This is an optimization exercise on Yosys and OpenROAD, whose aim is small area, not a production implementation.
Only simulation tests tie the RTL to the original design; equivalence was not proved.
The flow treats the clock pin as an ideal source, which a real chip does not have.
Power is estimated from default activity; no workload was simulated.

run A:
## ycpu_core
module ycpu_core (
    input  wire        clk,
    input  wire        rst,           
    output reg         bus_req,
    output reg         bus_we,
    output reg  [1:0]  bus_sel,       
    output reg  [14:0] bus_addr,
    output reg  [7:0]  bus_wdata,
    input  wire        bus_ack,
    input  wire        bus_err,
    input  wire [7:0]  bus_rdata,
    output wire        halted,
    output wire        fault,
    output wire [7:0]  pc_out
);
    localparam [4:0] S_CLR   = 5'd0,    
                     S_F0    = 5'd1,    
                     S_FA1   = 5'd2,    
                     S_F1    = 5'd3,    
                     S_FA2   = 5'd4,    
                     S_F2    = 5'd5,    
                     S_LD1   = 5'd6,    
                     S_LD2   = 5'd7,    
                     S_NEG   = 5'd8,    
                     S_MD    = 5'd16,   
                     S_FIN   = 5'd10,   
                     S_EX    = 5'd11,   
                     S_ST    = 5'd12,   
                     S_NX    = 5'd13,   
                     S_HALT  = 5'd14,
                     S_FAULT = 5'd15;
    localparam [3:0] OP_NOP = 4'd0,  OP_AND = 4'd1,  OP_OR  = 4'd2,  OP_NOT = 4'd3,
                     OP_ADD = 4'd4,  OP_SUB = 4'd5,  OP_MUL = 4'd6,  OP_DIV = 4'd7,
                     OP_SHL = 4'd8,  OP_SHR = 4'd9,  OP_ROL = 4'd10, OP_ROR = 4'd11,
                     OP_CPY = 4'd12, OP_CEQ = 4'd13, OP_CGT = 4'd14, OP_CLT = 4'd15;
    reg [4:0] state;
    reg [2:0] cnt;        
    reg [7:0] pc;         
    reg [7:0] ibank;
    reg [7:0] dbank;
    reg [3:0] op;
    reg       h;
    reg       e1, e2;     
    reg [7:0] a1;         
    reg [7:0] a2;         
    reg [7:0] b1;         
    reg [7:0] r;          
    reg       c;          
    reg       d;          
    reg       err;
    reg       skip;       
    wire st_clr = (state == S_CLR);
    wire st_f0  = (state == S_F0);
    wire st_fa  = (state == S_FA1) | (state == S_FA2);
    wire st_f1  = (state == S_F1);
    wire st_f2  = (state == S_F2);
    wire st_ld1 = (state == S_LD1);
    wire st_ld2 = (state == S_LD2);
    wire st_neg = (state == S_NEG);
    wire st_md  = state[4];
    wire st_fin = (state == S_FIN);
  ...
==> flow/config.mk <==
export PLATFORM = sky130hd
export DESIGN_NAME = ycpu_core
export DESIGN_NICKNAME = ycpu_core
export VERILOG_FILES = /design/flow/design.v
export SDC_FILE = /design/flow/constraint.sdc
export NUM_CORES = 4
export LEC_CHECK = 0
export CAP_MARGIN = 20
export CORE_MARGIN = 2
export CORE_UTILIZATION = 60
export GPL_TIMING_DRIVEN = 0
export SLEW_MARGIN = 20
==> flow/constraint.sdc <==
create_clock -name core_clock -period 15.0 [get_ports {clk}]
set_input_delay 3.0000 -clock core_clock [delete_from_list [all_inputs] [get_ports {clk}]]
set_output_delay 3.0000 -clock core_clock [all_outputs]
set_load 0.01 [all_outputs]
standard.sh (not shown) runs the stock make flow with config.mk's settings and CLKGATE_MAP_FILE= SYNTH_SCRIPT=/design/flow/synth_recipe.tcl, a recipe that flattens the netlist after the stock synthesis.
==> flow/flow/run.sh <==
#!/bin/bash
set -euo pipefail
WORK="$(cd "$(dirname "${BASH_SOURCE[0]}")/.." && pwd)"
cd "$WORK"
R="$WORK/orfs/results/$FLOW_PLATFORM/ycpu_core/base"
YOSYS="$FLOW_HOME/../tools/install/yosys/bin/yosys"
LIB="$FLOW_HOME/platforms/$FLOW_PLATFORM/lib/sky130_fd_sc_hd__tt_025C_1v80.lib"

bash standard.sh synth > "$WORK/log_1_standard_synth.log" 2>&1

cp "$R/1_2_yosys.v" "$WORK/netlist_standard.v"
python3 "$WORK/flow/cutregs.py" "$WORK/netlist_standard.v" "$WORK/cut_standard.v" > "$WORK/log_3_cut.log" 2>&1
export REOPT_LIB="$LIB" REOPT_IN="$WORK/netlist_standard.v" REOPT_TOP="$FLOW_TOP" \
       REOPT_IN_CUT="$WORK/cut_standard.v"
# eight ABC runs with different seeds, four at a time
reopt_one() {
  local i=$1
  REOPT_OUT="$WORK/netlist_reopt$i.v" REOPT_OUT_CUT="$WORK/cut_reopt$i.v" \
  REOPT_SCRIPT="$WORK/flow/reopt$i.abc" bash -c '
    "$0" -c "$1/flow/reopt.tcl" > "$1/log_2_reopt$2.log" 2>&1 &&
    python3 "$1/flow/cutregs.py" "$REOPT_OUT" "$REOPT_OUT_CUT" > "$1/log_3_cut$2.log" 2>&1 &&
    "$0" -c "$1/flow/reopt_eq.tcl" > "$1/log_4_reopt_equiv$2.log" 2>&1 &&
    touch "$1/reopt_ok$2"' "$YOSYS" "$WORK" "$i" || true
}
for i in 1 2 3 4; do reopt_one $i & done
wait
for i in 5 6 7 8; do reopt_one $i & done
wait
best=""; best_area=""
for i in 1 2 3 4 5 6 7 8; do
  if [[ -f "$WORK/reopt_ok$i" ]]; then
    a=$(grep "Chip area" "$WORK/log_2_reopt$i.log" | tail -1 | awk '{print $NF}')
    echo "re-mapping $i proven equivalent, area $a"
    if [[ -z "$best" ]] || awk -v a="$a" -v b="$best_area" 'BEGIN{exit !(a < b)}'; then
      best="$WORK/netlist_reopt$i.v"; best_area="$a"
    fi
  else
    echo "re-mapping $i not used"
  fi
done
if [[ -n "$best" ]]; then
  echo "using $best (area $best_area)"
  cp "$best" "$R/1_2_yosys.v"
  rm -f "$R/1_synth.odb" "$R/1_synth.sdc"
else
  echo "keeping the standard netlist"
fi

bash standard.sh \
  "BUFFER_PORTS_ARGS=-buffer_cell sky130_fd_sc_hd__buf_1" \
  "CTS_ARGS=${CTS_ARGS_OVERRIDE:--sink_clustering_enable -repair_clock_nets -buf_list sky130_fd_sc_hd__clkbuf_8 -dont_use_dummy_load}" \
  "POST_CTS_TCL=$WORK/flow/post_cts.tcl" \
  finish > "$WORK/log_5_standard_layout.log" 2>&1
==> flow/flow/post_cts.tcl <==
set clk_slew_target 0.115
set sizes {sky130_fd_sc_hd__clkbuf_2 sky130_fd_sc_hd__clkbuf_4 sky130_fd_sc_hd__clkbuf_8 sky130_fd_sc_hd__clkbuf_16}
proc worst_clk_slew {} {
  set worst 0
  foreach p [get_pins -hierarchical */CLK] {
    set s [get_property $p slew_max]
    if {$s > $worst} { set worst $s }
  }
  return $worst
}
set block [ord::get_db_block]
set bufs {}
foreach inst [$block getInsts] {
  if {[string match "clkbuf_*" [$inst getName]] && [string match "sky130_fd_sc_hd__clkbuf_*" [[$inst getMaster] getName]]} {
    lappend bufs $inst
  }
}
foreach inst $bufs {
  set orig [[$inst getMaster] getName]
  foreach m $sizes {
    if {$m eq $orig} { break }
    replace_cell [$inst getName] $m
    estimate_parasitics -placement
    if {[worst_clk_slew] <= $clk_slew_target} {
      puts "post_cts: [$inst getName] $orig -> $m"
      set orig_kept 0
      break
    }
    replace_cell [$inst getName] $orig
  }
}
estimate_parasitics -placement
puts "post_cts: worst flip-flop clock pin slew [worst_clk_slew]"
detailed_placement
==> flow/flow/reopt.tcl <==
# Re-map the combinational logic of the standard synthesis netlist for area.
# Registers (their cells and names) are kept as they are: only the gates
# between them are re-optimised.
yosys -import
set lib $::env(REOPT_LIB)
read_liberty -ignore_miss_func $lib
read_verilog $::env(REOPT_IN)
hierarchy -top $::env(REOPT_TOP)
set ffs {}
foreach c [split [exec grep -o {sky130_fd_sc_hd__[a-z0-9_]*} $::env(REOPT_IN) | sort -u] "\n"] {
  if {[regexp {__(df|edf|sdf|dl|conb)} $c]} { lappend ffs $c }
}
puts "kept cells: $ffs"
foreach c $ffs { blackbox $c }
yosys rename -hide w:_*
flatten
yosys rename -hide w:*.*
opt_clean -purge
stat
abc -liberty $lib -script $::env(REOPT_SCRIPT) -dont_use *probe* -dont_use *lpflow*
opt_clean -purge
setundef -zero
hilomap -singleton -hicell sky130_fd_sc_hd__conb_1 HI -locell sky130_fd_sc_hd__conb_1 LO
insbuf -buf sky130_fd_sc_hd__buf_1 A X
splitnets
# left out here: clean up, hide names made inside functions
stat -liberty $lib
write_verilog -noattr -noexpr -nohex -nodec $::env(REOPT_OUT)
==> flow/flow/reopt1.abc <==
strash; dc2; &get -n; &deepsyn -T 40 -S 1; &put; dc2; dch -f; amap; topo
==> flow/flow/reopt2.abc <==
strash; dc2; &get -n; &deepsyn -T 40 -S 2; &put; dc2; dch -f; amap; topo
==> flow/flow/reopt3.abc <==
strash; dc2; &get -n; &deepsyn -T 40 -S 3; &put; dc2; dch -f; amap; topo
==> flow/flow/reopt4.abc <==
strash; dc2; &get -n; &deepsyn -T 40 -S 4; &put; dc2; dch -f; amap; topo
==> flow/flow/reopt5.abc <==
strash; dc2; &get -n; &deepsyn -T 40 -S 5; &put; dc2; dch -f; amap; topo
==> flow/flow/reopt6.abc <==
strash; dc2; &get -n; &deepsyn -T 40 -S 6; &put; dc2; dch -f; amap; topo
==> flow/flow/reopt7.abc <==
strash; dc2; &get -n; &deepsyn -T 40 -S 7; &put; dc2; dch -f; amap; topo
==> flow/flow/reopt8.abc <==
strash; dc2; &get -n; &deepsyn -T 40 -S 8; &put; dc2; dch -f; amap; topo
==> flow/flow/reopt_eq.tcl <==
# Prove the re-mapped netlist equivalent to the standard synthesis netlist:
# with the registers cut out (cutregs.py), every output and every register
# input must be the same function of the inputs and register outputs.
yosys -import
read_liberty -ignore_miss_func $::env(REOPT_LIB)
read_verilog $::env(REOPT_IN_CUT)
yosys rename $::env(REOPT_TOP) gold
read_verilog $::env(REOPT_OUT_CUT)
yosys rename $::env(REOPT_TOP) gate
flatten gold gate
opt_clean
miter -equiv -flatten -make_outputs -ignore_gold_x gold gate miter
hierarchy -top miter
sat -verify -prove trigger 0 -show-ports miter
Other scripts of this flow, unchanged in this note and not shown: flow/flow/cutregs.py
diff inputs: run A => run B
-- flow/flow/run.sh --
<<< run A, line 15
# eight ABC runs with different seeds, four at a time
>>> run B, line 15
# four ABC runs with different seeds, in parallel
<<< run A, line 27
for i in 5 6 7 8; do reopt_one $i & done
wait
>>> run B, line 27
<<< run A, line 30
for i in 1 2 3 4 5 6 7 8; do
>>> run B, line 28
for i in 1 2 3 4; do
removed: flow/flow/reopt5.abc
removed: flow/flow/reopt6.abc
removed: flow/flow/reopt7.abc
removed: flow/flow/reopt8.abc
--- outcome ---
The setup slack was comparable across run B and run A.
Compared run A against run B; global-route usage within noise.
Diff run A -> run B: total instance count after detailed placement level; worst hold slack closely matched the old numbers.
As far as wire length is concerned, run A and run B perform about the same.
Edits applied to the flow inputs when going from run B to run C:
-- flow/flow/run.sh --
<<< run B, line 15
# four ABC runs with different seeds, in parallel
reopt_one() {
  local i=$1
  REOPT_OUT="$WORK/netlist_reopt$i.v" REOPT_OUT_CUT="$WORK/cut_reopt$i.v" \
  REOPT_SCRIPT="$WORK/flow/reopt$i.abc" bash -c '
    "$0" -c "$1/flow/reopt.tcl" > "$1/log_2_reopt$2.log" 2>&1 &&
    python3 "$1/flow/cutregs.py" "$REOPT_OUT" "$REOPT_OUT_CUT" > "$1/log_3_cut$2.log" 2>&1 &&
    "$0" -c "$1/flow/reopt_eq.tcl" > "$1/log_4_reopt_equiv$2.log" 2>&1 &&
    touch "$1/reopt_ok$2"' "$YOSYS" "$WORK" "$i" || true
}
for i in 1 2 3 4; do reopt_one $i & done
wait
>>> run C, line 15
<<< run B, line 28
for i in 1 2 3 4; do
  if [[ -f "$WORK/reopt_ok$i" ]]; then
>>> run C, line 16
for i in 1 2 3; do
  export REOPT_OUT="$WORK/netlist_reopt$i.v" REOPT_OUT_CUT="$WORK/cut_reopt$i.v" \
         REOPT_SCRIPT="$WORK/flow/reopt$i.abc"
  if "$YOSYS" -c "$WORK/flow/reopt.tcl" > "$WORK/log_2_reopt$i.log" 2>&1 &&
     python3 "$WORK/flow/cutregs.py" "$REOPT_OUT" "$REOPT_OUT_CUT" >> "$WORK/log_3_cut.log" 2>&1 &&
     "$YOSYS" -c "$WORK/flow/reopt_eq.tcl" > "$WORK/log_4_reopt_equiv$i.log" 2>&1; then
<<< run B, line 33
      best="$WORK/netlist_reopt$i.v"; best_area="$a"
>>> run C, line 25
      best="$REOPT_OUT"; best_area="$a"
-- flow/flow/post_cts.tcl --
<<< run B, line 1
set clk_slew_target 0.115
>>> run C, line 1
set clk_slew_target 0.110
==> flow/flow/reopt1.abc <==
strash; dc2; &get -n; &deepsyn -T 30 -S 1; &put; dc2; dch -f; amap; topo
==> flow/flow/reopt2.abc <==
strash; dc2; &get -n; &deepsyn -T 30 -S 2; &put; dc2; dch -f; amap; topo
==> flow/flow/reopt3.abc <==
strash; dc2; &get -n; &deepsyn -T 30 -S 3; &put; dc2; dch -f; amap; topo
removed: flow/flow/reopt4.abc
Findings:
- Summary of run C over run B: routed length on met1 up 4.9%; leakage power figure flat; relative area of non-clock buffer cells in the final design down 0.17 points.
- Compared with run B, run C shows die area that has gone up slightly.
- Of run B and run C, run C shows the lower logic depth of the worst path, buffers included, with run B above it.
- | core utilization | lower: run C |
- Worst slew margin relative to its limit: run B and run C compared, higher one is run B
- Run C ends up with a number of standard cells in the final layout excluding fillers that is 1.8% higher than in run B.
- Run C against run B: part of the cycle the worst path needs +6.1 points; transition time at the pin with the least slew margin went up by 0.024 ns.
- Run C vs run B — final area rose 1.1%.
Here is what was changed in the inputs of run D compared with run C.
- GPL_TIMING_DRIVEN: 0 -> unset
==> flow/flow/run.sh <==
#!/bin/bash
set -euo pipefail
WORK="$(cd "$(dirname "${BASH_SOURCE[0]}")/.." && pwd)"
cd "$WORK"
R="$WORK/orfs/results/$FLOW_PLATFORM/ycpu_core/base"
YOSYS="$FLOW_HOME/../tools/install/yosys/bin/yosys"
LIB="$FLOW_HOME/platforms/$FLOW_PLATFORM/lib/sky130_fd_sc_hd__tt_025C_1v80.lib"

bash standard.sh synth > "$WORK/log_1_standard_synth.log" 2>&1

cp "$R/1_2_yosys.v" "$WORK/netlist_standard.v"
export REOPT_LIB="$LIB" REOPT_IN="$WORK/netlist_standard.v" REOPT_OUT="$WORK/netlist_reopt.v" \
       REOPT_TOP="$FLOW_TOP" REOPT_SCRIPT="$WORK/flow/reopt.abc"
export REOPT_IN_CUT="$WORK/cut_standard.v" REOPT_OUT_CUT="$WORK/cut_reopt.v"
if "$YOSYS" -c "$WORK/flow/reopt.tcl" > "$WORK/log_2_reopt.log" 2>&1 &&
   python3 "$WORK/flow/cutregs.py" "$REOPT_IN" "$REOPT_IN_CUT" > "$WORK/log_3_cut.log" 2>&1 &&
   python3 "$WORK/flow/cutregs.py" "$REOPT_OUT" "$REOPT_OUT_CUT" >> "$WORK/log_3_cut.log" 2>&1 &&
   "$YOSYS" -c "$WORK/flow/reopt_eq.tcl" > "$WORK/log_4_reopt_equiv.log" 2>&1; then
  echo "re-mapped netlist proven equivalent: using it"
  cp "$WORK/netlist_reopt.v" "$R/1_2_yosys.v"
  rm -f "$R/1_synth.odb" "$R/1_synth.sdc"
else
  echo "re-mapping not used: keeping the standard netlist"
fi

bash standard.sh \
  "BUFFER_PORTS_ARGS=-buffer_cell sky130_fd_sc_hd__buf_1" \
  "CTS_ARGS=${CTS_ARGS_OVERRIDE:--sink_clustering_enable -repair_clock_nets -buf_list sky130_fd_sc_hd__clkbuf_8 -dont_use_dummy_load}" \
  "POST_CTS_TCL=$WORK/flow/post_cts.tcl" \
  finish > "$WORK/log_5_standard_layout.log" 2>&1
==> flow/flow/reopt.abc (new file) <==
strash; dc2; &get -n; &deepsyn -T 30; &put; dc2; dch -f; amap; topo
removed: flow/flow/reopt1.abc
removed: flow/flow/reopt2.abc
removed: flow/flow/reopt3.abc
[summary]
Run C and run D ended up with nearly the same vertical die dimension. The lower post-route cell area came out of run C. Logic gate share of total power (lower): run D. Re non-clock buffer count: run C and run D aren't equal, and the higher value belongs to run D. Compared to run C, the routing of run D uses more wire. Max final worst setup slack across run C and run D: run D. Data arrival at the endpoint of the critical path was higher in the run labelled run C.
diff inputs: run D => run E
- putting GPL_TIMING_DRIVEN at 0 where nothing was set
--- outcome ---
Run E: flow completed, timing, DRC and antenna clean. Taking run D as the reference, in run E global routing usage on met1 went down by 4.3 points; smallest setup slack after layout decreased by 0.063 ns relative to the old numbers; non-clock buffer contribution to total cell area decreased by 0.92 points relative to the old numbers. The last weighted congestion value of the routability-driven placer of run E is lower than that of run D. Comparing number of global-route vias before repair for run D and run E, the smaller number came from run E. Run E against run D: total design power moved down; setup slack at placement has decreased.

[re-timing with driven ports]
The flow's constraints put no driver on any port. The routed layouts listed below were extracted and timed again, unchanged, in two steps. Step 1 sets driving cells, clkbuf_16 on the clock port and buf_2 on the other inputs (assumed; they add their load-dependent delay and slew). Step 2 also shifts input and output timing later by t, the mid clock arrival at the registers, as if the neighbouring blocks saw the same clock. Three values: ideal, step 1, step 2; two values: the first two.
run | shift t [ns] | slack for setup (ns) | slew at the worst register clock pin (ns)
run A | 0.534 | 6.288 / 6.261 / 6.794 | 0.11 / 0.11
run B | 0.534 | 6.288 / 6.261 / 6.794 | 0.11 / 0.11
run C | 0.514 | 5.380 / 5.352 / 5.866 | 0.10 / 0.10
run D | 0.514 | 6.457 / 6.428 / 6.942 | 0.10 / 0.10
run E | 0.535 | 6.394 / 6.367 / 6.902 | 0.10 / 0.10
After both steps setup and hold are still met in every run listed.
